This design comes from an exercise in tuning for small area, a short achievable clock period and few clock cycles on the open sky130 flow, not from production work.
No functional check of the RTL was part of any run shown here.
Power is estimated from default activity; no workload was simulated.

==> design/flow/design.v <==
module ircodec_muldiv (
    input  wire        div,      
    input  wire        bit_v,    
    input  wire [22:0] r,
    input  wire [36:0] x,
    output wire [36:0] x_next,
    output wire        ovf       
);
    localparam [14:0] DIVISOR = 15'd15625;
    wire [37:0] mul = {x, 1'b0} + (bit_v ? {15'd0, r} : 38'd0);
    wire [14:0] sh  = {x[36:23], x[22]};
    wire        ge  = sh >= DIVISOR;
    wire [14:0] sub = sh - DIVISOR;
    wire [13:0] rem = ge ? sub[13:0] : sh[13:0];
    assign x_next = div ? {rem, x[21:6], ge, 6'd0} : mul[36:0];
    assign ovf    = mul[37] | mul[36];
endmodule
module ircodec_match (
    input  wire [16:0] dif,
    input  wire [16:0] m,
    output wire        hit
);
    wire [18:0] ds = {{2{dif[16]}}, dif};
    wire [18:0] mz = {2'b00, m};
    wire [18:0] lo = ds + mz;    
    wire [18:0] hi = ds - mz;    
    assign hit = !lo[18] && (lo != 19'd0) && hi[18];
endmodule
module ircodec (
    input  wire        clk,
    input  wire        rst,
    input  wire        cmd_valid,
    output wire        cmd_ready,
    input  wire [31:0] cmd_word,
    input  wire [31:0] cmd_arg0,
    input  wire [31:0] cmd_arg1,
    output wire [31:0] res0,
    output wire [31:0] res1,
    output wire [31:0] status,
    output wire [31:0] cfg_state,
    output wire [31:0] cfg_res,
    output wire [31:0] cfg_margin,
    output wire [31:0] tt_leader,
    output wire [31:0] tt_bit0,
    output wire [31:0] tt_bit1,
    output wire [31:0] tt_ending,
    output wire [31:0] tt_margin,
    output wire [31:0] enc_state,
    output wire [31:0] seq_tx,
    output wire [31:0] seq_next,
    output wire [31:0] dec_result,
    output wire [7:0]  pl_rd_addr,
    input  wire [7:0]  pl_rd_data,
    output reg         pl_we,
    output wire [7:0]  pl_wr_addr,
    output wire [7:0]  pl_wr_data,
    output reg         tx_we,
    output wire [6:0]  tx_addr,
    output wire [31:0] tx_wdata,
    output wire [6:0]  rx_rd_addr,
    input  wire [31:0] rx_rd_data,
    output reg         dst_we,
    output wire [7:0]  dst_wr_addr,
    output wire [7:0]  dst_wr_data,
    output wire [7:0]  dst_rd_addr,
    input  wire [7:0]  dst_rd_data
);
    localparam [3:0] C_OK        = 4'h0, C_STARVED   = 4'h1, C_EMPTY     = 4'h2,
                     C_TIMING    = 4'h3, C_LEADER    = 4'h4, C_ENDING    = 4'h5,
                     C_SHORT     = 4'h6, C_LENGTH    = 4'h7, C_DESTSMALL = 4'h8,
                     C_CFGINV    = 4'h9, C_NOTINIT   = 4'hA, C_ALREADY   = 4'hB,
                     C_ILLEGAL   = 4'hC, C_ARGRANGE  = 4'hD;
    localparam [1:0] PH_LEADER = 2'd0, PH_DATA = 2'd1, PH_ENDING = 2'd2;
    localparam [4:0] S_IDLE  = 5'd0,
                     S_DISP  = 4'd1,
                     S_IMUL  = 4'd2,
                     S_IDIV  = 4'd3,
                     S_ICHK1 = 5'd4,
                     S_ICHK2 = 5'd5,
                     S_ENC   = 4'd6,
                     S_DLEAD = 5'd7,
                     S_DDATA = 5'd8,
                     S_DEND  = 4'd9,
                     S_DCOM  = 4'd10,
                     S_SB    = 4'd11,
                     S_SC    = 4'd12,
                     S_SC2   = 4'd13,
                     S_DWAIT = 5'd14,
                     S_ICHK3 = 5'd15,
                     S_RST   = 5'd16,
                     S_ICHK4 = 5'd17;
    reg [4:0] state;
    reg       rdy;
    reg [31:0] r_res0, r_res1;
    reg [3:0]  st_code;
    reg [7:0]  st_lastop;
    reg        tt_valid;
    reg [31:0] r_cfg_res, r_cfg_margin;
    reg [15:0] t_la, t_ba, t_b1i, t_m;    
    reg [1:0]  phase;
    reg [8:0]  pcur;
    reg [2:0]  bcur;
    reg [31:0] r_seq_tx, r_seq_next;
    reg [3:0]  dec_count;
    reg [3:0]  dec_code;
    reg        dec_fresh;
    wire [15:0] t_li = {1'b0, t_la[15:1]};
    reg        illegal;
    reg [8:0]  a0l, a1l;      
    reg        a0h, a1h;      
    reg [7:0]  w;             
    reg [7:0]  wa;            
    reg [31:0] wd;            
    reg [7:0]  ra;            
    reg [6:0]  ri;            
    reg [7:0]  byte_r;        
    reg        done;
    reg        flag;          
    reg [3:0]  ksel;          
    reg [3:0]  post_err;      
    reg [16:0] dif_a, dif_i0, dif_i1;    
    reg [120:0] dbuf;         
    reg        x_clr;         
    reg [4:0]  ctr;
    reg [1:0]  vsel;
    reg        ovf;
    assign cmd_ready  = rdy;
    assign res0       = r_res0;
    assign res1       = r_res1;
    assign status     = {16'd0, st_lastop, 4'd0, st_code};
    assign cfg_state  = {31'd0, tt_valid};
    assign cfg_res    = r_cfg_res;
    assign cfg_margin = r_cfg_margin;
    assign tt_leader  = {t_li, t_la};
    assign tt_bit0    = {t_ba, t_ba};
    assign tt_bit1    = {t_b1i, t_ba};
    assign tt_ending  = {{16{tt_valid}}, t_ba};
    assign tt_margin  = {16'd0, t_m};
    assign enc_state  = {7'd0, pcur, 9'd0, bcur, 2'd0, phase};
    assign seq_tx     = r_seq_tx;
    assign seq_next   = r_seq_next;
    assign dec_result = {7'd0, dec_fresh, 4'd0, dec_code, 12'd0, dec_count};
    assign pl_rd_addr  = ra;
    assign rx_rd_addr  = ri;
    assign dst_rd_addr = {5'd0, ri[2:0]};
    assign pl_wr_addr  = {5'd0, wa[2:0]};
    assign tx_addr     = wa[6:0];
    assign dst_wr_addr = {4'd0, wa[3:0]};
    assign pl_wr_data  = wd[7:0];
    assign tx_wdata    = wd;
    assign dst_wr_data = {dbuf[1], dbuf[2], dbuf[3], dbuf[4],
                          dbuf[5], dbuf[6], dbuf[7], dbuf[8]};
    wire [31:0] sym_leader = {t_li, t_la};
    wire [31:0] sym_bit0   = {t_ba, t_ba};
    wire [31:0] sym_bit1   = {t_b1i, t_ba};
    wire [31:0] sym_ending = {16'hFFFF, t_ba};
    wire arg0_gt256 = a0h | (a0l[8] & (|a0l[7:0]));
    wire arg1_gt256 = a1h | (a1l[8] & (|a1l[7:0]));
    wire arg0_gt128 = a0h | a0l[8] | (a0l[7] & (|a0l[6:0]));
    wire arg1_gt128 = a1h | a1l[8] | (a1l[7] & (|a1l[6:0]));
    wire [7:0] n_m2 = a0l[7:0] - 8'd2;
    wire [3:0] kmax = n_m2[6:3];
    wire       cap_lt = !a1l[8] && (a1l[7:4] == 4'd0) && (a1l[3:0] < kmax);
    function vbit(input [1:0] vs, input [4:0] c);
        case (vs)
            2'd0:    vbit = c == 5'd13 || c == 5'd9 || c == 5'd8 || c == 5'd5 || c == 5'd3;
            2'd1:    vbit = c == 5'd9 || c == 5'd5 || c == 5'd4;
            2'd2:    vbit = c == 5'd10 || c == 5'd9 || c == 5'd7 || c == 5'd4 ||
                            c == 5'd3 || c == 5'd1;
            default: vbit = r_cfg_margin[c];
        endcase
    endfunction
    reg bit_v;                
    wire [36:0] x = x_clr ? 37'd0 : dbuf[36:0];
    wire [36:0] x_next;
    wire        x_ovf;
    ircodec_muldiv u_scale (
        .div    (state == S_IDIV),
        .bit_v  (bit_v),
        .r      (r_cfg_res[22:0]),
        .x      (x),
        .x_next (x_next),
        .ovf    (x_ovf)
    );
    wire [4:0] v_top_next = (vsel == 2'd0) ? 5'd9 : (vsel == 2'd1) ? 5'd10 : 5'd31;
    wire res_bad = (r_cfg_res == 32'd0) || (r_cfg_res > 32'd7281777);
    wire        chk_a   = (state == S_ICHK1);
    wire        chk_b   = (state == S_ICHK2);
    wire        chk_h   = (state == S_ICHK2) || (state == S_ICHK3);
    wire        lead_a  = (state == S_DISP);
    wire        lead_i  = (state == S_DISP) || chk_b;
    wire [15:0] d_act   = chk_a ? t_b1i : rx_rd_data[15:0];
    wire [15:0] d_idle  = chk_a ? t_li : chk_b ? t_la : rx_rd_data[31:16];
    wire [15:0] n_act   = lead_a ? t_la : t_ba;
    wire [15:0] n_i0    = lead_i ? t_li : t_ba;
    wire [16:0] mm      = chk_h ? {t_m, 1'b1} : {1'b0, t_m};
    wire u_act, u_i0, u_i1;
    ircodec_match u_m_act (.dif(dif_a),  .m(mm), .hit(u_act));
    ircodec_match u_m_i0  (.dif(dif_i0), .m(mm), .hit(u_i0));
    ircodec_match u_m_i1  (.dif(dif_i1), .m(mm), .hit(u_i1));
    reg h_act, h_i0, h_i1;
    wire is_leader = h_act && h_i0;
    wire sym_ok    = h_act && (h_i0 || h_i1);
    wire sym_bit   = !h_i0;
    reg [7:0] shot_byte;
    always @(*) begin
        case (w[2:0])
            3'd0:    shot_byte = 8'h4C;
            3'd1:    shot_byte = 8'h54;
            3'd2:    shot_byte = 8'h00;
            3'd3:    shot_byte = r_seq_tx[31:24];
            3'd4:    shot_byte = r_seq_tx[23:16];
            3'd5:    shot_byte = r_seq_tx[15:8];
            default: shot_byte = r_seq_tx[7:0];
        endcase
    end
    wire [31:0] sc_seq = {dbuf[96:89], dbuf[104:97], dbuf[112:105], dbuf[120:113]};
    wire e_data  = (phase == PH_DATA);
    wire e_wok   = (w < a1l[7:0]);
    wire e_pclt  = (pcur < a0l);
    wire e_bit   = e_data && e_wok && e_pclt;
    wire e_end   = ((phase == PH_ENDING) || (e_data && !e_pclt)) && e_wok;
    task finish(input [31:0] v0, input [31:0] v1, input [3:0] code);
        begin
            r_res0  <= v0;
            r_res1  <= v1;
            st_code <= code;
            state   <= S_IDLE;
            rdy     <= 1'b1;
            ri      <= 7'd0;
            ra      <= pcur[7:0];
        end
    endtask
    task dec_fail(input [3:0] code);
        begin
            dec_count <= 4'd0;
            dec_code  <= code;
            dec_fresh <= 1'b0;
            finish(32'd0, 32'd0, code);
        end
    endtask
    task init_clear;
        begin
            r_cfg_res    <= 32'd0;
            r_cfg_margin <= 32'd0;
            t_la         <= 16'd0;
            t_ba         <= 16'd0;
            t_b1i        <= 16'd0;
            t_m          <= 16'd0;
        end
    endtask
    always @(posedge clk) begin
        dif_a  <= {1'b0, d_act}  - {1'b0, n_act};
        dif_i0 <= {1'b0, d_idle} - {1'b0, n_i0};
        dif_i1 <= {1'b0, d_idle} - {1'b0, t_b1i};
        h_act <= u_act;
        h_i0  <= u_i0;
        h_i1  <= u_i1;
        if (state == S_DCOM || state == S_SC)
            dbuf <= {dst_rd_data, dbuf[120:8]};
        else
            dbuf <= {dbuf[119:0], sym_bit};
        if (state == S_IMUL || state == S_IDIV)
            dbuf[36:0] <= x_next;
        begin
            ri <= ri + 7'd1;
            case (state)
                S_RST: begin
                    state <= S_IDLE;
                    rdy   <= 1'b1;
                end
                S_IDLE: begin
                    if (cmd_valid) begin
                        rdy       <= 1'b0;
                        state     <= S_DISP;
                        st_lastop <= cmd_word[7:0];
                        illegal   <= (cmd_word[31:8] != 24'd0) ||
                                     (cmd_word[7:0] == 8'd0) || (cmd_word[7:0] > 8'd5);
                        a0l <= cmd_arg0[8:0];
                        a1l <= cmd_arg1[8:0];
                        a0h <= |cmd_arg0[31:9];
                        a1h <= |cmd_arg1[31:9];
                        ra  <= pcur[7:0] + 8'd1;
                        if (!tt_valid) begin
                            r_cfg_res    <= cmd_arg0;
                            r_cfg_margin <= cmd_arg1;
                        end
                    end else begin
                        ri <= 7'd0;
                    end
                end
                S_DISP: begin
                    byte_r <= pl_rd_data;
                    done   <= 1'b0;
                    if (illegal) begin
                        if (!tt_valid) init_clear;
                        finish(32'd0, 32'd0, C_ILLEGAL);
                    end else begin
                        case (st_lastop[2:0])
                            3'd1: begin  
                                if (tt_valid) begin
                                    finish(32'd0, 32'd0, C_ALREADY);
                                end else if (res_bad) begin
                                    init_clear;
                                    finish(32'd0, 32'd0, C_CFGINV);
                                end else begin
                                    x_clr <= 1'b1;
                                    bit_v <= 1'b1;      
                                    ctr   <= 5'd13;
                                    vsel  <= 2'd0;
                                    ovf   <= 1'b0;
                                    state <= S_IMUL;
                                end
                            end
                            3'd2: begin  
                                if (!tt_valid) begin
                                    init_clear;
                                    finish(32'd0, 32'd0, C_NOTINIT);
                                end else if (arg0_gt256 || arg1_gt128)
                                    finish(32'd0, 32'd0, C_ARGRANGE);
                                else if (a1l[7:0] == 8'd0)
                                    finish(32'd0, 32'd0, C_STARVED);
                                else begin
                                    state <= S_ENC;
                                    if (phase == PH_LEADER) begin
                                        tx_we <= 1'b1;
                                        wa    <= 8'd0;
                                        wd    <= sym_leader;
                                        w     <= 8'd1;
                                        phase <= PH_DATA;
                                    end else begin
                                        w <= 8'd0;
                                    end
                                end
                            end
                            3'd3: begin  
                                if (!tt_valid) begin
                                    init_clear;
                                    dec_fail(C_NOTINIT);
                                end else if (arg0_gt128 || arg1_gt256)
                                    dec_fail(C_ARGRANGE);
                                else if (a0l[7:1] == 7'd0)
                                    dec_fail(C_SHORT);
                                else begin
                                    ksel     <= cap_lt ? a1l[3:0] : kmax;
                                    post_err <= cap_lt ? C_DESTSMALL :
                                                (n_m2[2:0] != 3'd0) ? C_LENGTH : C_OK;
                                    state    <= S_DWAIT;
                                end
                            end
                            3'd4: begin  
                                if (!tt_valid) init_clear;
                                pl_we <= 1'b1;
                                wa    <= 8'd0;
                                wd    <= {24'd0, 8'h4C};
                                w     <= 8'd1;
                                state <= S_SB;
                            end
                            default: begin  
                                if (!tt_valid) init_clear;
                                flag <= (dst_rd_data == 8'h4C);
                                w    <= 8'd1;
                                if (dec_fresh && dec_count == 4'd7)
                                    state <= S_SC;
                                else begin
                                    dec_fresh <= 1'b0;
                                    finish(32'd0, 32'd0, C_OK);  
                                end
                            end
                        endcase
                    end
                end
                S_IMUL: begin
                    x_clr <= 1'b0;
                    bit_v <= vbit(vsel, ctr - 5'd1);
                    ovf <= ovf | x_ovf;
                    ctr <= ctr - 5'd1;
                    if (ctr == 5'd0) begin
                        ctr   <= 5'd16;
                        state <= S_IDIV;
                    end
                end
                S_IDIV: begin
                    ctr <= ctr - 5'd1;
                    if (ctr == 5'd0) begin
                        case (vsel)
                            2'd0:    t_la  <= x_next[21:6];
                            2'd1:    t_ba  <= x_next[21:6];
                            2'd2:    t_b1i <= x_next[21:6];
                            default: begin
                                t_m <= x_next[21:6];
                                ovf <= ovf | x_next[22];
                            end
                        endcase
                        vsel  <= vsel + 2'd1;
                        x_clr <= 1'b1;
                        bit_v <= vbit(vsel + 2'd1, v_top_next);
                        ctr   <= v_top_next;
                        state <= (vsel == 2'd3) ? S_ICHK1 : S_IMUL;
                    end
                end
                S_ICHK1: begin
                    state <= S_ICHK2;
                end
                S_ICHK2: begin
                    state <= S_ICHK3;
                end
                S_ICHK3: begin
                    flag  <= !ovf && (t_m != 16'd0) && !h_act && !h_i1;
                    state <= S_ICHK4;
                end
                S_ICHK4: begin
                    if (flag && !h_i0) begin
                        tt_valid <= 1'b1;
                        finish(32'd0, 32'd0, C_OK);
                    end else begin
                        init_clear;
                        finish(32'd0, 32'd0, C_CFGINV);
                    end
                end
                S_ENC: begin
                    tx_we <= 1'b0;
                    if (e_bit) begin
                        tx_we <= 1'b1;
                        wa    <= w;
                        wd    <= byte_r[bcur] ? sym_bit1 : sym_bit0;
                        w     <= w + 8'd1;
                        bcur  <= bcur + 3'd1;
                        if (bcur == 3'd7) begin
                            pcur   <= pcur + 9'd1;
                            byte_r <= pl_rd_data;
                            ra     <= ra + 8'd1;
                        end
                    end else if (e_end) begin
                        tx_we <= 1'b1;
                        wa    <= w;
                        wd    <= sym_ending;
                        w     <= w + 8'd1;
                        phase <= PH_LEADER;
                        pcur  <= 9'd0;
                        bcur  <= 3'd0;
                        done  <= 1'b1;
                    end else begin
                        if (e_data && !e_pclt)
                            phase <= PH_ENDING;
                        finish({24'd0, w}, {31'd0, done}, C_OK);
                    end
                end
                S_DWAIT: begin
                    state <= S_DLEAD;
                end
                S_DLEAD: begin
                    w <= {1'b0, ksel, 3'd0};
                    if (!is_leader)
                        dec_fail(C_LEADER);
                    else if (ksel != 4'd0)
                        state <= S_DDATA;
                    else if (post_err != C_OK)
                        dec_fail(post_err);
                    else
                        state <= S_DEND;
                end
                S_DDATA: begin
                    w <= w - 8'd1;
                    if (!sym_ok)
                        dec_fail(C_TIMING);
                    else if (w == 8'd1) begin
                        if (post_err != C_OK)
                            dec_fail(post_err);
                        else
                            state <= S_DEND;
                    end
                end
                S_DEND: begin
                    if (!h_act)
                        dec_fail(C_ENDING);
                    else if (ksel == 4'd0) begin
                        dec_count <= 4'd0;
                        dec_code  <= C_EMPTY;
                        dec_fresh <= 1'b0;
                        finish(32'd0, 32'd0, C_EMPTY);
                    end else begin
                        dst_we <= 1'b1;
                        wa     <= {4'd0, ksel - 4'd1};
                        state  <= S_DCOM;
                    end
                end
                S_DCOM: begin
                    wa <= wa - 8'd1;
                    if (wa == 8'd0) begin
                        dst_we    <= 1'b0;
                        dec_count <= ksel;
                        dec_code  <= C_OK;
                        dec_fresh <= 1'b1;
                        finish({28'd0, ksel}, 32'd0, C_OK);
                    end
                end
                S_SB: begin
                    w  <= w + 8'd1;
                    wa <= w;
                    wd <= {24'd0, shot_byte};
                    if (w == 8'd7) begin
                        pl_we    <= 1'b0;
                        r_seq_tx <= r_seq_tx + 32'd1;
                        finish(r_seq_tx, 32'd0, C_OK);
                    end
                end
                S_SC: begin
                    w <= w + 8'd1;
                    if (w == 8'd1 && dst_rd_data != 8'h54) flag <= 1'b0;
                    if (w == 8'd2 && dst_rd_data != 8'h00) flag <= 1'b0;
                    if (w == 8'd6) state <= S_SC2;
                end
                S_SC2: begin
                    dec_fresh <= 1'b0;
                    if (!flag)
                        finish(32'd0, 32'd0, C_OK);           
                    else if (sc_seq == r_seq_next) begin
                        r_seq_next <= r_seq_next + 32'd1;
                        finish(32'd1, sc_seq, C_OK);          
                    end else
                        finish(32'd2, sc_seq, C_OK);          
                end
                default: begin
                    state <= S_IDLE;
                    rdy   <= 1'b1;
                end
            endcase
        end
        if (state == S_RST) begin
            r_res0       <= 32'd0;
            r_res1       <= 32'd0;
            st_code      <= C_OK;
            st_lastop    <= 8'd0;
            tt_valid     <= 1'b0;
            r_cfg_res    <= 32'd0;
            r_cfg_margin <= 32'd0;
            t_la         <= 16'd0;
            t_ba         <= 16'd0;
            t_b1i        <= 16'd0;
            t_m          <= 16'd0;
            phase        <= PH_LEADER;
            pcur         <= 9'd0;
            bcur         <= 3'd0;
            r_seq_tx     <= 32'd1;
            r_seq_next   <= 32'd1;
            dec_count    <= 4'd0;
            dec_code     <= C_OK;
            dec_fresh    <= 1'b0;
            ra           <= 8'd0;
            ri           <= 7'd0;
        end
        if (rst) begin
            state  <= S_RST;
            rdy    <= 1'b0;
            pl_we  <= 1'b0;
            tx_we  <= 1'b0;
            dst_we <= 1'b0;
        end
    end
endmodule
==> design/flow/run.sh <==
#!/bin/bash
# synth_recipe.tcl (not shown) runs the flow's synth.tcl, then flattens the netlist and writes it again
# the make line also repeats each setting of config.mk as NAME=value (left out here)
make -C /OpenROAD-flow-scripts/flow DESIGN_CONFIG=/design/flow/config.mk WORK_HOME=/design/flow/orfs CLKGATE_MAP_FILE= SYNTH_SCRIPT=/design/flow/synth_recipe.tcl finish
==> design/flow/config.mk <==
export PLATFORM = sky130hd
export DESIGN_NAME = ircodec
export DESIGN_NICKNAME = ircodec
export VERILOG_FILES = /design/flow/design.v
export SDC_FILE = /design/flow/constraint.sdc
export NUM_CORES = 4
export LEC_CHECK = 0
export ABC_CLOCK_PERIOD_IN_PS = 3000
export CAP_MARGIN = 20
export CORE_MARGIN = 2
export CORE_UTILIZATION = 40
export SETUP_SLACK_MARGIN = 5
export SLEW_MARGIN = 20
==> design/flow/constraint.sdc <==
create_clock -name core_clock -period 12.0 [get_ports {clk}]
set_input_delay 2.4000 -clock core_clock [delete_from_list [all_inputs] [get_ports {clk}]]
set_output_delay 2.4000 -clock core_clock [all_outputs]
set_load 0.01 [all_outputs]
==> results of run 1 <==
final cells by class:
type / instances / area (um^2)
clock buffer: 101 / 2060
multi-input combinational: 2931 / 20300
timing repair buffer: 644 / 6370
inverter: 142 / 533
fill: 8410 / 44300
clock inverter: 28 / 420
sequential: 586 / 12700
tap: 1165 / 1460
critical path: stages:
cell and delay, ns:
clkdlybuf4s50_1 0.48, mux2i_1 0.07, a21o_1 0.25, inv_1 0.15, ha_1 0.25, nor2b_1 0.12, o21ai_0 0.20, a21boi_0 0.18
nor4_1 0.33, o31ai_1 0.19, o41ai_1 0.57, o2111ai_1 0.24, a21oi_1 0.21, xnor2_1 0.13
report_power, final:
part	switching (mW)	internal [mW]	leakage (nW)
clock	0.936	1.34	1.21
sequential	0.380	2.23	4.86
combinational	0.941	0.693	10.9
synth_stat cells, types with 9 or more instances:
library cell and number:
dfxtp_1 491, nor2_1 320, buf_4 237, nand2_1 233
ha_1 227, a21oi_1 225, o21ai_0 189, clkbuf_1 151
inv_1 141, nand3_1 109, xor2_1 109, a22oi_1 108
mux2_2 102, nor3_1 96, edfxtp_1 95, a22o_1 83
xnor2_1 79, mux2i_1 71, a32o_1 70, nor4_1 60
nor2b_1 55, or3_1 52, and2_1 49, a21o_1 44
nand2b_1 41, and3_1 37, a31oi_1 36, o211ai_1 35
a211oi_1 33, nand4_1 30, o21a_1 24, o21ai_1 22
o22ai_1 19, buf_1 18, o31ai_1 18, o21bai_1 16
buf_2 14, a221oi_1 13, or2_2 13, mux4_2 12
o221ai_1 12, nor3b_1 11, and4_1 10, a32oi_1 9
flip-flops by register name, summed over array words and instances (netlist names), 17 cells and up:
name and flops:
dbuf 121, r_cfg_margin 32, r_cfg_res 32, r_res0 32, r_res1 32, r_seq_next 32
r_seq_tx 32, wd 32, dif_a 17, dif_i0 17, dif_i1 17
cells by family after synthesis:
family | after synthesis | synth area share [%]
other | 1 | 0.0106
buffers and inverters | 564 | 8.57
adder cells (fa/ha/maj) | 235 | 8.43
AO/OA/AOI/OAI | 1043 | 20.3
flip-flops | 586 | 35.8
AND/OR/NAND/NOR | 1157 | 16.3
XOR/XNOR | 188 | 4.64
multiplexers | 185 | 6.00
path summary, 6_finish.rpt:
path / endpoint / slack [ns] / depth (start not counted)
setup / recovery: dif_i1[15]$_DFF_P_ / 6.77 / 14
hold / removal: r_res0[0]$_SDFFE_PN0P_ / 0.45 / 2
setup reg to reg: h_i0$_DFF_P_ / 6.83 / 15
hold reg to reg: r_res0[0]$_SDFFE_PN0P_ / 0.45 / 2
cell usage in the layout, fill, tap and decap left out, types with 37 or more instances in the layout:
cell type and n:
a32o_1 70, clkbuf_16 72, ha_1 227, and3_1 37
nand3_1 109, nor2_1 313, o21ai_0 189, a22oi_1 108
conb_1 123, nand2_1 231, nor3_1 95, nand2b_1 41
xor2_1 109, a22o_1 83, dfxtp_1 491, a21oi_1 221
a21o_1 44, and2_1 49, edfxtp_1 95, mux2_2 102
nor2b_1 55, buf_4 40, xnor2_1 79, nor4_1 60
inv_1 140, clkdlybuf4s50_1 601, or3_1 52, mux2i_1 70
metal layers:
layer | track usage, % | wire [um] | vias up | part of all wire, %
met5 | 0 | 0 | - | 0
li1 | - | - | 15000 | -
met3 | 4.52 | 9250 | 176 | 6.9
met2 | 47.0 | 63300 | 1368 | 47
met4 | 8.26 | 3480 | 0 | 2.6
met1 | 38.6 | 58900 | 15600 | 44
==> metrics.md, run 1 <==
| Metric | Value |
|---|---|
| Outcome | no timing/DRC/antenna violations |
| Total routed wirelength | 135000 um |
| CP max FO | 3 |
| Synth area leader | dfxtp_1 |
| Critical path origin | rx_rd_data[17] |
| Post-layout util | 49.8% |
| Hold path startpoint | r_res0[0]$_SDFFE_PN0P_ |
| Worst EP required | 12.55 ns |
| CP Data Arrival Time | 5.78 ns |
| Clock latency on the worst-skew pair | 0.65 ns |
| CTS Buf Count | 71 |
| CP Launch Type | primary input |
| Hold crit path type | reg2reg |
| Final hold slack | 0.448 ns |
| Final Hold Violating Endpoints | 0 |
| Placement Setup Slack | 6.17 ns |
| Worst setup margin | 6.77 ns |
| MaxCap Viol Count | 0 |
| RSZ-0062 raised after global routing | no |
| Die W | 302 um |
| Syn avg cell area | 8.96 um^2 |
| Power per cell area | 149 mW/mm^2 |
| Grt total ovfl | 0 |
| Non-filler cells, final | 5597 |
| Main synth FF type | dfxtp_1 |
| Cell area after layout | 0.0438 mm^2 |
| Setup TNS | 0 ns |
| First-pass GRT wire length | 197000 um |
| Hold-fix buffers, CTS | 0 |
| Area after DPL | 0.0413 mm^2 |
| RePlAce Congestion | 0.958 |
| DRT Pass-1 Iters | 6 |
| Pwr Total | 6.53 mW |
| I/O Pins | 725 |
| Static leakage | 17.0 nW |
| Via count | 32200 |
| Starting Density | 40.3% |
| Number of flops mapped to enable cells by yosys | 95 |
| Synthesized netlist cell count | 3959 |
| Die area | 0.0911 mm^2 |
| Tmin final | 5.23 ns |
| Fin. max-slew vios | 0 |
| Synth cell types | 98 |
| CTS max path bufs | 3 |
| Synth warn | 1 |
| Register bit total from synthesis | 586 |
| Top cells by area, synth | dfxtp_1 (28%), edfxtp_1 (8.0%), ha_1 (8.0%), buf_4 (5.0%), nor2_1 (3.4%) |
| Largest net degree at the start of global routing | 88 |
| DRC viols | 0 |
| Post-DR wirelength/cell | 24.1 um |
| Post_cts resized | 0 |
| Total track usage | 28.6% |
| Async set or reset register ratio after synthesis | 0% |
| H-tree depth | 3 |
| Layout Nets | 4757 |
| Antenna-violating nets left | 0 |
| Endpoints failing setup | 0 |
| Slew HR | 23.8% |
| Synthesized cell area | 0.0355 mm^2 |
| Worst-path clk slew | 0.06 ns |
| Die height | 302 um |
| Post-DP HPWL | 102000 um |
| DR iter-0 viols | 2948 |
| Worst clock skew | 0.0359 ns |
| Setup crit end kind | flop |
| FMAX | 0.191 GHz |
| Area Overhead vs Synth | 23.6% |
| Ant. Diodes | 0 |
| Post-CTS setup buffer count | 0 |
| Placed cells | 5465 |
| Sequential area share after synthesis | 35.8% |
| CTS root buffer | clkbuf_16 |
| Port Buffers | 601 |
| CTS tree | yes |
| Num rows | 109 |
| Final period util | 43.6% |
| Worst-Margin Slew | 1.14 ns |
| Layout cells sized above 1 | 7.47% |
| Worst-case vdd ir drop | 0.104 mV |
| Initial antenna violation count | 0 |
| Clock Sinks | 586 |
| Vias in the first global route | 30200 |
| Core Region | 0.0881 mm^2 |
| Drt via density | 5.75 |
| Area share of the largest cell type after synthesis | 27.7% |
| R2R Path Start | state[2]$_SDFFE_PP0P_ |
| Crit path kind | in2reg |
==> run 2: changes to the inputs <==
--- a/design/flow/design.v
+++ b/design/flow/design.v
@@ -72,23 +72,20 @@
                      C_ILLEGAL   = 4'hC, C_ARGRANGE  = 4'hD;
     localparam [1:0] PH_LEADER = 2'd0, PH_DATA = 2'd1, PH_ENDING = 2'd2;
     localparam [4:0] S_IDLE  = 5'd0,
-                     S_DISP  = 4'd1,
-                     S_IMUL  = 4'd2,
-                     S_IDIV  = 4'd3,
+                     S_DISP  = 5'd1,
+                     S_IMUL  = 5'd2,
+                     S_IDIV  = 5'd3,
                      S_ICHK1 = 5'd4,
                      S_ICHK2 = 5'd5,
-                     S_ENC   = 4'd6,
+                     S_ENC   = 5'd6,
                      S_DLEAD = 5'd7,
                      S_DDATA = 5'd8,
-                     S_DEND  = 4'd9,
-                     S_DCOM  = 4'd10,
-                     S_SB    = 4'd11,
-                     S_SC    = 4'd12,
-                     S_SC2   = 4'd13,
-                     S_DWAIT = 5'd14,
-                     S_ICHK3 = 5'd15,
-                     S_RST   = 5'd16,
-                     S_ICHK4 = 5'd17;
+                     S_DEND  = 5'd9,
+                     S_DCOM  = 5'd10,
+                     S_SB    = 5'd11,
+                     S_SC    = 5'd12,
+                     S_ICHK3 = 5'd13,
+                     S_RST   = 5'd14;
     reg [4:0] state;
     reg       rdy;
     reg [31:0] r_res0, r_res1;
@@ -115,6 +112,7 @@
     reg [6:0]  ri;            
     reg [7:0]  byte_r;        
     reg        done;
+    reg        use_in;        
     reg        flag;          
     reg [3:0]  ksel;          
     reg [3:0]  post_err;      
@@ -198,10 +196,9 @@
     ircodec_match u_m_act (.dif(dif_a),  .m(mm), .hit(u_act));
     ircodec_match u_m_i0  (.dif(dif_i0), .m(mm), .hit(u_i0));
     ircodec_match u_m_i1  (.dif(dif_i1), .m(mm), .hit(u_i1));
-    reg h_act, h_i0, h_i1;
-    wire is_leader = h_act && h_i0;
-    wire sym_ok    = h_act && (h_i0 || h_i1);
-    wire sym_bit   = !h_i0;
+    wire is_leader = u_act && u_i0;
+    wire sym_ok    = u_act && (u_i0 || u_i1);
+    wire sym_bit   = !u_i0;
     reg [7:0] shot_byte;
     always @(*) begin
         case (w[2:0])
@@ -214,7 +211,15 @@
             default: shot_byte = r_seq_tx[7:0];
         endcase
     end
-    wire [31:0] sc_seq = {dbuf[96:89], dbuf[104:97], dbuf[112:105], dbuf[120:113]};
+    wire [31:0] sc_seq = {dbuf[104:97], dbuf[112:105], dbuf[120:113], dst_rd_data};
+    wire        sc_hit = ({dbuf[104:97], dbuf[112:105], dbuf[120:113]} == r_seq_next[31:8]) &&
+                         (dst_rd_data == r_seq_next[7:0]);
+    wire acc_enc = (cmd_word == 32'd2) && tt_valid &&
+                   (cmd_arg0[31:9] == 23'd0) && !(cmd_arg0[8] && (|cmd_arg0[7:0])) &&
+                   (cmd_arg1[31:8] == 24'd0) && !(cmd_arg1[7] && (|cmd_arg1[6:0])) &&
+                   (cmd_arg1[7:0] != 8'd0);
+    wire acc_sb  = (cmd_word == 32'd4);
+    wire [7:0] cur_byte = use_in ? pl_rd_data : byte_r;
     wire e_data  = (phase == PH_DATA);
     wire e_wok   = (w < a1l[7:0]);
     wire e_pclt  = (pcur < a0l);
@@ -253,9 +258,6 @@
         dif_a  <= {1'b0, d_act}  - {1'b0, n_act};
         dif_i0 <= {1'b0, d_idle} - {1'b0, n_i0};
         dif_i1 <= {1'b0, d_idle} - {1'b0, t_b1i};
-        h_act <= u_act;
-        h_i0  <= u_i0;
-        h_i1  <= u_i1;
         if (state == S_DCOM || state == S_SC)
             dbuf <= {dst_rd_data, dbuf[120:8]};
         else
@@ -285,13 +287,32 @@
                             r_cfg_res    <= cmd_arg0;
                             r_cfg_margin <= cmd_arg1;
                         end
+                        done   <= 1'b0;
+                        use_in <= 1'b1;
+                        if (acc_enc) begin
+                            state <= S_ENC;
+                            if (phase == PH_LEADER) begin
+                                tx_we <= 1'b1;
+                                wa    <= 8'd0;
+                                wd    <= sym_leader;
+                                w     <= 8'd1;
+                                phase <= PH_DATA;
+                            end else begin
+                                w <= 8'd0;
+                            end
+                        end
+                        if (acc_sb) begin
+                            pl_we <= 1'b1;
+                            wa    <= 8'd0;
+                            wd    <= {24'd0, 8'h4C};
+                            w     <= 8'd1;
+                            state <= S_SB;
+                        end
                     end else begin
                         ri <= 7'd0;
                     end
                 end
                 S_DISP: begin
-                    byte_r <= pl_rd_data;
-                    done   <= 1'b0;
                     if (illegal) begin
                         if (!tt_valid) init_clear;
                         finish(32'd0, 32'd0, C_ILLEGAL);
@@ -322,15 +343,6 @@
                                     finish(32'd0, 32'd0, C_STARVED);
                                 else begin
                                     state <= S_ENC;
-                                    if (phase == PH_LEADER) begin
-                                        tx_we <= 1'b1;
-                                        wa    <= 8'd0;
-                                        wd    <= sym_leader;
-                                        w     <= 8'd1;
-                                        phase <= PH_DATA;
-                                    end else begin
-                                        w <= 8'd0;
-                                    end
                                 end
                             end
                             3'd3: begin  
@@ -345,15 +357,10 @@
                                     ksel     <= cap_lt ? a1l[3:0] : kmax;
                                     post_err <= cap_lt ? C_DESTSMALL :
                                                 (n_m2[2:0] != 3'd0) ? C_LENGTH : C_OK;
-                                    state    <= S_DWAIT;
+                                    state    <= S_DLEAD;
                                 end
                             end
                             3'd4: begin  
-                                if (!tt_valid) init_clear;
-                                pl_we <= 1'b1;
-                                wa    <= 8'd0;
-                                wd    <= {24'd0, 8'h4C};
-                                w     <= 8'd1;
                                 state <= S_SB;
                             end
                             default: begin  
@@ -403,14 +410,11 @@
                     state <= S_ICHK2;
                 end
                 S_ICHK2: begin
+                    flag  <= !ovf && (t_m != 16'd0) && !u_act && !u_i1;
                     state <= S_ICHK3;
                 end
                 S_ICHK3: begin
-                    flag  <= !ovf && (t_m != 16'd0) && !h_act && !h_i1;
-                    state <= S_ICHK4;
-                end
-                S_ICHK4: begin
-                    if (flag && !h_i0) begin
+                    if (flag && !u_i0) begin
                         tt_valid <= 1'b1;
                         finish(32'd0, 32'd0, C_OK);
                     end else begin
@@ -419,16 +423,18 @@
                     end
                 end
                 S_ENC: begin
-                    tx_we <= 1'b0;
+                    tx_we  <= 1'b0;
+                    byte_r <= cur_byte;
+                    use_in <= 1'b0;
                     if (e_bit) begin
                         tx_we <= 1'b1;
                         wa    <= w;
-                        wd    <= byte_r[bcur] ? sym_bit1 : sym_bit0;
+                        wd    <= cur_byte[bcur] ? sym_bit1 : sym_bit0;
                         w     <= w + 8'd1;
                         bcur  <= bcur + 3'd1;
                         if (bcur == 3'd7) begin
                             pcur   <= pcur + 9'd1;
-                            byte_r <= pl_rd_data;
+                            use_in <= 1'b1;
                             ra     <= ra + 8'd1;
                         end
                     end else if (e_end) begin
@@ -446,9 +452,6 @@
                         finish({24'd0, w}, {31'd0, done}, C_OK);
                     end
                 end
-                S_DWAIT: begin
-                    state <= S_DLEAD;
-                end
                 S_DLEAD: begin
                     w <= {1'b0, ksel, 3'd0};
                     if (!is_leader)
@@ -472,7 +475,7 @@
                     end
                 end
                 S_DEND: begin
-                    if (!h_act)
+                    if (!u_act)
                         dec_fail(C_ENDING);
                     else if (ksel == 4'd0) begin
                         dec_count <= 4'd0;
@@ -496,6 +499,7 @@
                     end
                 end
                 S_SB: begin
+                    if (!tt_valid) init_clear;
                     w  <= w + 8'd1;
                     wa <= w;
                     wd <= {24'd0, shot_byte};
@@ -509,17 +513,16 @@
                     w <= w + 8'd1;
                     if (w == 8'd1 && dst_rd_data != 8'h54) flag <= 1'b0;
                     if (w == 8'd2 && dst_rd_data != 8'h00) flag <= 1'b0;
-                    if (w == 8'd6) state <= S_SC2;
-                end
-                S_SC2: begin
-                    dec_fresh <= 1'b0;
-                    if (!flag)
-                        finish(32'd0, 32'd0, C_OK);           
-                    else if (sc_seq == r_seq_next) begin
-                        r_seq_next <= r_seq_next + 32'd1;
-                        finish(32'd1, sc_seq, C_OK);          
-                    end else
-                        finish(32'd2, sc_seq, C_OK);          
+                    if (w == 8'd6) begin
+                        dec_fresh <= 1'b0;
+                        if (!flag)
+                            finish(32'd0, 32'd0, C_OK);           
+                        else if (sc_hit) begin
+                            r_seq_next <= r_seq_next + 32'd1;
+                            finish(32'd1, sc_seq, C_OK);          
+                        end else
+                            finish(32'd2, sc_seq, C_OK);          
+                    end
                 end
                 default: begin
                     state <= S_IDLE;
==> design/flow/flow/run.sh (new file) <==
#!/bin/bash
# Standard layout, with repair_timing aiming well below the clock period
# and plain buffers on the ports. Each tool's output goes to its own log.
set -euo pipefail
export SETUP_SLACK_MARGIN=5
export BUFFER_PORTS_ARGS="-buffer_cell sky130_fd_sc_hd__buf_1"
bash standard.sh > standard_make.log 2>&1
==> design/flow/standard.sh (new file) <==
#!/bin/bash
# synth_recipe.tcl (not shown) runs the flow's synth.tcl, then flattens the netlist and writes it again
# the make line also repeats each setting of config.mk as NAME=value (left out here)
make -C /OpenROAD-flow-scripts/flow DESIGN_CONFIG=/design/flow/config.mk WORK_HOME=/design/flow/orfs CLKGATE_MAP_FILE= SYNTH_SCRIPT=/design/flow/synth_recipe.tcl "${@:-finish}"
--- a/design/flow/config.mk
+++ b/design/flow/config.mk
@@ -9,5 +9,4 @@
 export CAP_MARGIN = 20
 export CORE_MARGIN = 2
 export CORE_UTILIZATION = 40
-export SETUP_SLACK_MARGIN = 5
 export SLEW_MARGIN = 20
removed: design/flow/run.sh
==> run 2 against run 1 <==
Against the previous run: still clean; clock-buffer cell count down 9; wire length down 0.33%; final cell count up 3.0%; global-route usage down 0.20 points; power up 35%; non-clock buffer count up 6; clock skew down 0.0081 ns; critical path type is now reg2reg; largest cell class unchanged; highest routed layer is now met5.
==> metrics.md, run 2 <==
| Metric | Value |
|---|---|
| Outcome | no timing/DRC/antenna violations (unchanged) |
| Synth top cells by count | nand2_1 (522), dfxtp_1 (487), nor2_1 (302) (was dfxtp_1 (491), nor2_1 (320), buf_4 (237)) |
| Synth cell types | 91 (was 98) |
| Endpoints failing setup | 0 (unchanged) |
| Final period util | 53.8% (was 43.6%) |
| I/O Pins | 725 (unchanged) |
| Most frequent cells in the layout | buf_1 (601), nand2_1 (521), dfxtp_1 (486) (was clkdlybuf4s50_1 (601), dfxtp_1 (491), nor2_1 (313)) |
| RePlAce Congestion | 0.993 (was 0.958) |
| Static leakage | 16.0 nW (was 17.0 nW) |
| Combinational power share | 39.9% (was 25.0%) |
| Syn avg cell area | 8.62 um^2 (was 8.96 um^2) |
| Power Internal | 4.98 mW (was 4.27 mW) |
| Switch Pwr | 3.82 mW (was 2.26 mW) |
| Layout Nets | 4928 (was 4757) |
| Critical Path Slowest Stage Cell | o31ai_2 (was o41ai_1) |
| CP max FO | 64 (was 3) |
| Power share of the clock group | 25.2% (was 34.9%) |
| Worst EP required | 12.50 ns (was 12.55 ns) |
| Buf/Inv on CP | 2 (unchanged) |
| Layout cells sized above 1 | 5.89% (was 7.47%) |
| Total routed wirelength | 135000 um (about the same) |
| Stages on the worst setup path | 19 (was 14) |
| Post-layout util | 45.5% (was 49.8%) |
| Crit-path cells | buf_4 -> nor2b_1 -> nand2_2 -> nand2b_1 -> ha_1 -> fa_1 -> and3_1 -> or3_1 -> a211oi_1 -> o22ai_1 -> nor4_1 -> o2111ai_1 -> o31ai_2 -> o21ai_2 -> a31o_4 -> or3_4 -> o21a_2 -> buf_4 -> a22o_1 (was clkdlybuf4s50_1 -> mux2i_1 -> a21o_1 -> inv_1 -> ha_1 -> nor2b_1 -> o21ai_0 -> a21boi_0 -> nor4_1 -> o31ai_1 -> o41ai_1 -> o2111ai_1 -> a21oi_1 -> xnor2_1) |
| H-tree depth | 3 (unchanged) |
| CTS Buf Count | 68 (was 71) |
| Grt total ovfl | 0 (unchanged) |
| Drt via density | 5.70 (was 5.75) |
| Fin. max-slew vios | 0 (unchanged) |
| First-pass GRT wire length | 196000 um (was 197000 um) |
| Max reg flops | 121 (unchanged) |
| Power per cell area | 220 mW/mm^2 (was 149 mW/mm^2) |
| Synthesized cell area | 0.0355 mm^2 (about the same) |
| Worst setup margin | 5.55 ns (was 6.77 ns) |
| CP Data Arrival Time | 6.95 ns (was 5.78 ns) |
| Synth area leader | dfxtp_1 (unchanged) |
| MaxCap Viol Count | 0 (unchanged) |
| Largest net degree at the start of global routing | 95 (was 88) |
| CTS tree | yes (unchanged) |
| Total track usage | 28.4% (was 28.6%) |
| Worst reg2reg setup slack | 5.55 ns (was 6.83 ns) |
| Hold crit path type | reg2reg (unchanged) |
| DRC viols | 0 (unchanged) |
| RSZ-0062 raised after global routing | no (unchanged) |
| Area Overhead vs Synth | 12.9% (was 23.6%) |
| Cell family with most CP delay | compound AO/OA/AOI/OAI gates (unchanged) |
| Die height | 302 um (about the same) |
| Switch share | 43.4% (was 34.6%) |
| Register bit total from synthesis | 583 (was 586) |
| Crit-path max cell delay | 0.64 ns (was 0.57 ns) |
| Core Region | 0.0881 mm^2 (unchanged) |
| Vias in the first global route | 30500 (was 30200) |
| Non-filler cells, final | 5765 (was 5597) |
| Largest Register | dbuf (unchanged) |
| Antenna-violating nets left | 0 (unchanged) |
| Starting Density | 40.3% (about the same) |
| Die area | 0.0911 mm^2 (about the same) |
| Synth warn | 1 (unchanged) |
| Post-CTS setup buffer count | 0 (unchanged) |
| Worst setup path endpoint | r_res0[14]$_SDFFE_PN0P_ (was dif_i1[15]$_DFF_P_) |
| DRT Pass-1 Iters | 6 (unchanged) |
| Number of flops mapped to enable cells by yosys | 96 (was 95) |
| Die W | 302 um (about the same) |
| Crit path kind | reg2reg (was in2reg) |
| Synthesized netlist cell count | 4117 (was 3959) |
| Clock Sinks | 583 (was 586) |
| Top cells by area, synth | dfxtp_1 (27%), ha_1 (8.1%), edfxtp_1 (8.1%), nand2_1 (5.5%), buf_4 (5.0%) (was dfxtp_1 (28%), edfxtp_1 (8.0%), ha_1 (8.0%), buf_4 (5.0%), nor2_1 (3.4%)) |
| Port Buffers | 601 (unchanged) |
| Crit-path most repeated cell | buf_4 |
| Clock latency on the worst-skew pair | 0.63 ns (was 0.65 ns) |
| Reg-to-Reg End | r_res0[14]$_SDFFE_PN0P_ (was h_i0$_DFF_P_) |
| Sequential share of power | 34.9% (was 40.1%) |
| Async set or reset register ratio after synthesis | 0% (unchanged) |
| Worst-Margin Slew | 1.07 ns (was 1.14 ns) |
| DR iter-0 viols | 3446 (was 2948) |
| Worst clock skew | 0.0278 ns (was 0.0359 ns) |
| Post-DP HPWL | 103000 um (was 102000 um) |
| Placed cells | 5638 (was 5465) |
| Slew HR | 28.4% (was 23.8%) |
| Num rows | 109 (unchanged) |
| Post-DR wirelength/cell | 23.3 um (was 24.1 um) |
| Pwr Total | 8.80 mW (was 6.53 mW) |
| Most frequent cell after synthesis | nand2_1 (was dfxtp_1) |
| Filler cell count | 8918 (was 8410) |
| Main synth FF type | dfxtp_1 (unchanged) |
| Setup crit end kind | flop (unchanged) |
| CTS root buffer | clkbuf_16 (unchanged) |
| Initial antenna violation count | 4 (was 0) |
| Sequential area share after synthesis | 35.6% (was 35.8%) |
| Final Hold Violating Endpoints | 0 (unchanged) |
| R2R Path Start | state[1]$_SDFFE_PP1P_ (was state[2]$_SDFFE_PP0P_) |
| Placement Setup Slack | 5.42 ns (was 6.17 ns) |
| Setup TNS | 0 ns (unchanged) |
| CTS max path bufs | 3 (unchanged) |
| FMAX | 0.155 GHz (was 0.191 GHz) |
| Area share of the largest cell type after synthesis | 27.5% (was 27.7%) |
| Worst-case vdd ir drop | 0.128 mV (was 0.104 mV) |
| Tmin final | 6.45 ns (was 5.23 ns) |
| Reg2Reg Depth | 19 (was 15) |
| Commonest non-fill, non-tap cell in the layout | buf_1 (was clkdlybuf4s50_1) |
| CP Launch Type | flop (was primary input) |
| Worst-path clk slew | 0.06 ns (about the same) |
| Via count | 32900 (was 32200) |
| Critical path origin | state[1]$_SDFFE_PP1P_ (was rx_rd_data[17]) |
==> run 2: changes by cell type after synthesis, moves of 28 or more <==
| cell | before | now |
|---|---|---|
| nand2_1 | 233 | 522 |
| a22o_1 | 83 | 135 |
| a32o_1 | 70 | 37 |
| xor2_1 | 109 | 80 |
| o2bb2ai_1 | 0 | 31 |
| inv_1 | 141 | 173 |
| xnor2_1 | 79 | 107 |
| a22oi_1 | 108 | 27 |
| mux2_2 | 102 | 47 |
==> run 2: per-stage QoR <==
| step | instance area, um^2 | hold slack, ns |
|---|---|---|
| 6_report | 40100 | 0.431 |
| 5_1_grt | 40100 | 0.447 |
| 4_1_cts | 40000 | 0.435 |
| 3_5_place_dp | 37600 | 0.425 |
| 3_3_place_gp | 37600 | 0.423 |
| 2_1_floorplan | 36000 | 0.407 |
==> run 2: routing by layer <==
metal  track usage (%)  vias to the layer above  part of all wire [%]
li1                  -                    15300                     -
met1              37.5                    15800                    42
met2              45.6                     1450                    46
met3              5.05                      268                   7.7
met4              12.0                        2                   4.3
met5                 0                        -                0.0097
==> run 2: worst min path at each step <==
stage,startpoint,to,cells past startpoint,slack [ns]
after CTS,dbuf[50]$_DFF_P_,dbuf[51]$_DFF_P_,2,0.44
after detailed placement,dbuf[67]$_DFF_P_,dbuf[68]$_DFF_P_,2,0.42
after floorplan,dbuf[39]$_DFF_P_,dbuf[40]$_DFF_P_,2,0.41
after global routing,dbuf[67]$_DFF_P_,dbuf[68]$_DFF_P_,2,0.45
final,dbuf[69]$_DFF_P_,dbuf[70]$_DFF_P_,2,0.43
after global placement,dbuf[39]$_DFF_P_,dbuf[40]$_DFF_P_,2,0.42
==> run 2: tightest hold or removal path, cell delays in order, from the launching register on <==
cell,delay (ns)
dfxtp_1,0.31
nand2_1,0.05
nand2_1,0.04
==> run 2: power by group through the flow <==
stage / Clock, mW / Sequential [mW] / Combinational, mW
floorplan: 0 / 2.87 / 2.51
global placement: 0 / 3.10 / 3.45
detailed placement: 0 / 3.09 / 3.45
CTS: 2.26 / 3.06 / 3.47
global route: 2.34 / 3.11 / 3.86
finish: 2.22 / 3.07 / 3.51
==> run 2: final cells by class <==
class | count | area (um^2) | share of cell area [%]
clock inverters | 33 | 414 | 1.03
clock buffers | 92 | 2010 | 5.02
flip-flops and latches | 583 | 12600 | 31.5
repair buffers | 650 | 2620 | 6.55
multi-input cells | 3065 | 20300 | 50.6
inverters | 175 | 657 | 1.64
well taps | 1165 | 1460 | 3.64
diodes | 2 | 5.00 | 0.0125
==> run 2: kinds of logic after synthesis <==
kind of cell	synth area share (%)
xor+xnor	4.61
flops	35.6
compound gates	20.7
simple gates	18.0
buf+inv	8.92
mux	3.63
other cells	0.0106
fa+ha+maj	8.54
==> run 2: timing repair <==
action | CTS | global route
gates resized for setup | 0 | 2
hold buffers | 0 | 0
setup endpoints to repair | 0 | 60
==> run 3: changes to the inputs <==
==> design/flow/flow/run.sh (replaced) <==
#!/bin/bash
# Standard layout, with repair_timing aiming well below the clock period
# and plain buffers on the ports. Each tool's output goes to its own log.
set -euo pipefail
export SETUP_SLACK_MARGIN=7
export BUFFER_PORTS_ARGS="-buffer_cell sky130_fd_sc_hd__buf_1"
bash standard.sh > standard_make.log 2>&1
==> run 3 against run 2 <==
Against the previous run: core utilization grew 2.2 points; synthesized cell count is the same; sequential cell count is the same; power grew 7.3%; first-iteration DRC count shrank 14%; clock skew grew 0.034 ns; clock power is essentially flat; maximum frequency grew 26%; global-route usage grew 1.6 points; critical path type unchanged; critical endpoint is now r_res1[31]$_SDFFE_PN0P_; largest power group unchanged; highest routed layer unchanged.
==> metrics.md, run 3 <==
| Metric | Value |
|---|---|
| Outcome | no timing/DRC/antenna violations (unchanged) |
| Worst setup margin | 6.88 ns (was 5.55 ns) |
| Largest net degree at the start of global routing | 69 (was 95) |
| Placed cells | 5640 (was 5638) |
| CP max FO | 11 (was 64) |
| Critical path origin | state[0]$_SDFFE_PP0P_ (was state[1]$_SDFFE_PP1P_) |
| Post-DP HPWL | 107000 um (was 103000 um) |
| Reg2Reg Depth | 19 (unchanged) |
| Worst-Margin Slew | 1.09 ns (was 1.07 ns) |
| Die W | 302 um (unchanged) |
| I/O Pins | 725 (unchanged) |
| Static leakage | 16.5 nW (was 16.0 nW) |
| Final hold slack | 0.416 ns (was 0.431 ns) |
| Critical Path Slowest Stage Cell | dfxtp_4 (was o31ai_2) |
| Largest Register | dbuf (unchanged) |
| Core Region | 0.0881 mm^2 (unchanged) |
| Top cells by area, synth | dfxtp_1 (27%), ha_1 (8.1%), edfxtp_1 (8.1%), nand2_1 (5.5%), buf_4 (5.0%) (unchanged) |
| Initial antenna violation count | 5 (was 4) |
| Most frequent cell after synthesis | nand2_1 (unchanged) |
| Port Buffers | 601 (unchanged) |
| Syn avg cell area | 8.62 um^2 (unchanged) |
| Crit-path cells | nand2_8 -> mux2_4 -> buf_4 -> fa_2 -> and3_4 -> or3_4 -> a211oi_2 -> o22ai_2 -> nor4_2 -> o2111ai_2 -> o31ai_4 -> buf_12 -> o21ai_4 -> a31o_4 -> or3_4 -> o21a_4 -> buf_12 -> buf_16 -> a22o_1 (was buf_4 -> nor2b_1 -> nand2_2 -> nand2b_1 -> ha_1 -> fa_1 -> and3_1 -> or3_1 -> a211oi_1 -> o22ai_1 -> nor4_1 -> o2111ai_1 -> o31ai_2 -> o21ai_2 -> a31o_4 -> or3_4 -> o21a_2 -> buf_4 -> a22o_1) |
| R2R Path Start | state[0]$_SDFFE_PP0P_ (was state[1]$_SDFFE_PP1P_) |
| CP Data Arrival Time | 5.67 ns (was 6.95 ns) |
| Hold crit path type | reg2reg (unchanged) |
| Worst EP required | 12.55 ns (was 12.50 ns) |
| Die height | 302 um (unchanged) |
| Setup crit end kind | flop (unchanged) |
| Layout cells sized above 1 | 10.1% (was 5.89%) |
| Synthesized netlist cell count | 4117 (unchanged) |
| RSZ-0062 raised after global routing | yes (was no) |
| FMAX | 0.195 GHz (was 0.155 GHz) |
| Final period util | 42.7% (was 53.8%) |
| Most frequent cells in the layout | buf_1 (600), nand2_1 (518), dfxtp_1 (483) (was buf_1 (601), nand2_1 (521), dfxtp_1 (486)) |
| Final Hold Violating Endpoints | 0 (unchanged) |
| Worst reg2reg setup slack | 6.88 ns (was 5.55 ns) |
| Non-filler cells, final | 5831 (was 5765) |
| CTS root buffer | clkbuf_16 (unchanged) |
| Total routed wirelength | 143000 um (was 135000 um) |
| Max reg flops | 121 (unchanged) |
| Pwr Total | 9.45 mW (was 8.80 mW) |
| MaxCap Viol Count | 0 (unchanged) |
| DRC viols | 0 (unchanged) |
| Synth area leader | dfxtp_1 (unchanged) |
| Hold-fix buffers, CTS | 0 (unchanged) |
| Total track usage | 30.0% (was 28.4%) |
| Die area | 0.0911 mm^2 (unchanged) |
| Area Overhead vs Synth | 18.3% (was 12.9%) |
| Area share of the largest cell type after synthesis | 27.5% (unchanged) |
| Sequential area share after synthesis | 35.6% (unchanged) |
| DR iter-0 viols | 2955 (was 3446) |
| Worst setup path endpoint | r_res1[31]$_SDFFE_PN0P_ (was r_res0[14]$_SDFFE_PN0P_) |
| Worst-path clk slew | 0.06 ns (about the same) |
| Commonest non-fill, non-tap cell in the layout | buf_1 (unchanged) |
| Register bit total from synthesis | 583 (unchanged) |
| RePlAce Congestion | 0.976 (was 0.993) |
| CP Launch Type | flop (unchanged) |
| Crit-path max cell delay | 0.57 ns (was 0.64 ns) |
| Async set or reset register ratio after synthesis | 0% (unchanged) |
| Synth cell types | 91 (unchanged) |
| DRT Pass-1 Iters | 6 (unchanged) |
| Worst-case vdd ir drop | 0.153 mV (was 0.128 mV) |
| Clock latency on the worst-skew pair | 0.67 ns (was 0.63 ns) |
| Main synth FF type | dfxtp_1 (unchanged) |
| Placement Setup Slack | 5.70 ns (was 5.42 ns) |
| Reg-to-Reg End | r_res1[31]$_SDFFE_PN0P_ (was r_res0[14]$_SDFFE_PN0P_) |
| Synth top cells by count | nand2_1 (522), dfxtp_1 (487), nor2_1 (302) (unchanged) |
| Filler cell count | 8744 (was 8918) |
| Tmin final | 5.12 ns (was 6.45 ns) |
| CTS max path bufs | 3 (unchanged) |
| Antenna-violating nets left | 0 (unchanged) |
| First-pass GRT wire length | 207000 um (was 196000 um) |
| Post-DR wirelength/cell | 24.6 um (was 23.3 um) |
| Vias in the first global route | 31000 (was 30500) |
| Layout Nets | 4995 (was 4928) |
| Number of flops mapped to enable cells by yosys | 96 (unchanged) |
| Num rows | 109 (unchanged) |
| CTS tree | yes (unchanged) |
| Grt total ovfl | 0 (unchanged) |
| Endpoints failing setup | 0 (unchanged) |
| Drt via density | 5.75 (was 5.70) |
| CTS Buf Count | 70 (was 68) |
| Slew HR | 26.9% (was 28.4%) |
| Fin. max-slew vios | 0 (unchanged) |
| Clock Sinks | 583 (unchanged) |
| Ant. Diodes | 0 (was 2) |
| Starting Density | 40.3% (unchanged) |
| Hold path startpoint | dbuf[52]$_DFF_P_ (was dbuf[69]$_DFF_P_) |
| Synth warn | 1 (unchanged) |
| Worst clock skew | 0.0615 ns (was 0.0278 ns) |
| Synthesized cell area | 0.0355 mm^2 (unchanged) |
| H-tree depth | 3 (unchanged) |
| Crit path kind | reg2reg (unchanged) |
| Via count | 33500 (was 32900) |
| Setup TNS | 0 ns (unchanged) |
| Power per cell area | 225 mW/mm^2 (was 220 mW/mm^2) |
==> run 3: cell counts after synthesis <==
Identical to the previous run, type by type.
==> run 3: layout make-up <==
cell class	count	area (um^2)	area share, %
multi-input cells	3066	21400	50.9
flip-flops and latches	583	12600	30.1
repair buffers	714	3450	8.22
clock buffers	99	2000	4.77
well taps	1165	1460	3.47
inverters	175	666	1.58
clock inverters	29	394	0.938
==> run 3: report_power, final <==
part / switching (mW) / internal, mW / total (mW) / leakage [nW]
Combinational: 2.56 / 1.54 / 4.10 / 10.5
Clock: 0.957 / 1.26 / 2.22 / 1.16
Sequential: 0.639 / 2.49 / 3.13 / 4.87
==> run 3: through the flow <==
| stage | util [%] | instance area [um^2] |
|---|---|---|
| 2_1_floorplan | - | 36100 |
| 3_3_place_gp | 42.8 | 37700 |
| 3_5_place_dp | 42.8 | 37700 |
| 4_1_cts | 46.6 | 41000 |
| 5_1_grt | 47.7 | 42000 |
| 6_report | 47.7 | 42000 |
==> run 3: per-layer routing <==
layer / wire length, um / GRT usage (%) / vias up
met3: 9940 / 4.35 / 284
met5: 38 / 0 / -
li1: - / - / 15500
met1: 60900 / 40.1 / 16200
met4: 6630 / 13.0 / 6
met2: 66000 / 48.2 / 1553
==> run 3: worst min path at each step <==
stage,end,slack (ns),cells after the start
floorplan,dbuf[40]$_DFF_P_,0.41,2
global placement,dbuf[87]$_DFF_P_,0.42,2
detailed placement,dbuf[86]$_DFF_P_,0.43,2
CTS,dbuf[72]$_DFF_P_,0.42,2
global route,dbuf[88]$_DFF_P_,0.44,2
finish,dbuf[53]$_DFF_P_,0.42,2
==> run 3: critical path, delay by kind of cell, from the launching register on <==
kind                       cells  cell delay, ns
AOI/OAI and AO/OA              8            1.66
and+or+nand+nor                5            1.36
buffers and inverters          4            0.64
DFF                            1            0.57
muxes                          1            0.39
adders and majority gates      1            0.36
==> run 3: cells by family after synthesis <==
group / after synthesis / synth area share [%]
AND/OR/NAND/NOR: 1369 / 18.0
AO/OA/AOI/OAI: 1039 / 20.7
buffers and inverters: 591 / 8.92
flip-flops: 583 / 35.6
adder cells (fa/ha/maj): 238 / 8.54
XOR/XNOR: 187 / 4.61
multiplexers: 109 / 3.63
other: 1 / 0.0106
==> run 3: timing repair <==
item / CTS / global route
endpoints found under the setup margin: 267 / 281
pin swaps: 30 / 72
buffers inserted: 26 / 26
cloned: 10 / 1
gates resized for setup: 109 / 152

==> afterwards: timing with drivers on the ports <==
The flow's constraints put no driver on any port. The routed layouts listed below were extracted and timed again, unchanged, in two steps.
Step 1 sets driving cells, clkbuf_16 on the clock port and buf_2 on the other inputs (assumed; they add their load-dependent delay and slew).
Step 2 moves the port delays by t, midway between the first and last clock arrival at a register: inputs arrive t later, outputs are due t later. That takes back most of the time a late clock gives input paths.
Slacks: no drivers / after step 1 / after step 2; pairs: no drivers / after step 1.
run	t (ns)	setup WS [ns]	worst setup path at the end
run 1	0.696	6.770 / 6.806 / 6.110	input to register
run 2	0.680	5.549 / 5.549 / 5.549	register to register
run 3	0.713	6.880 / 6.880 / 6.381	input to register
After both steps every run listed still meets setup and hold. For run 1, which loses most, drivers alone change the setup slack by +0.036 ns; drivers and shift together by -0.660 ns.
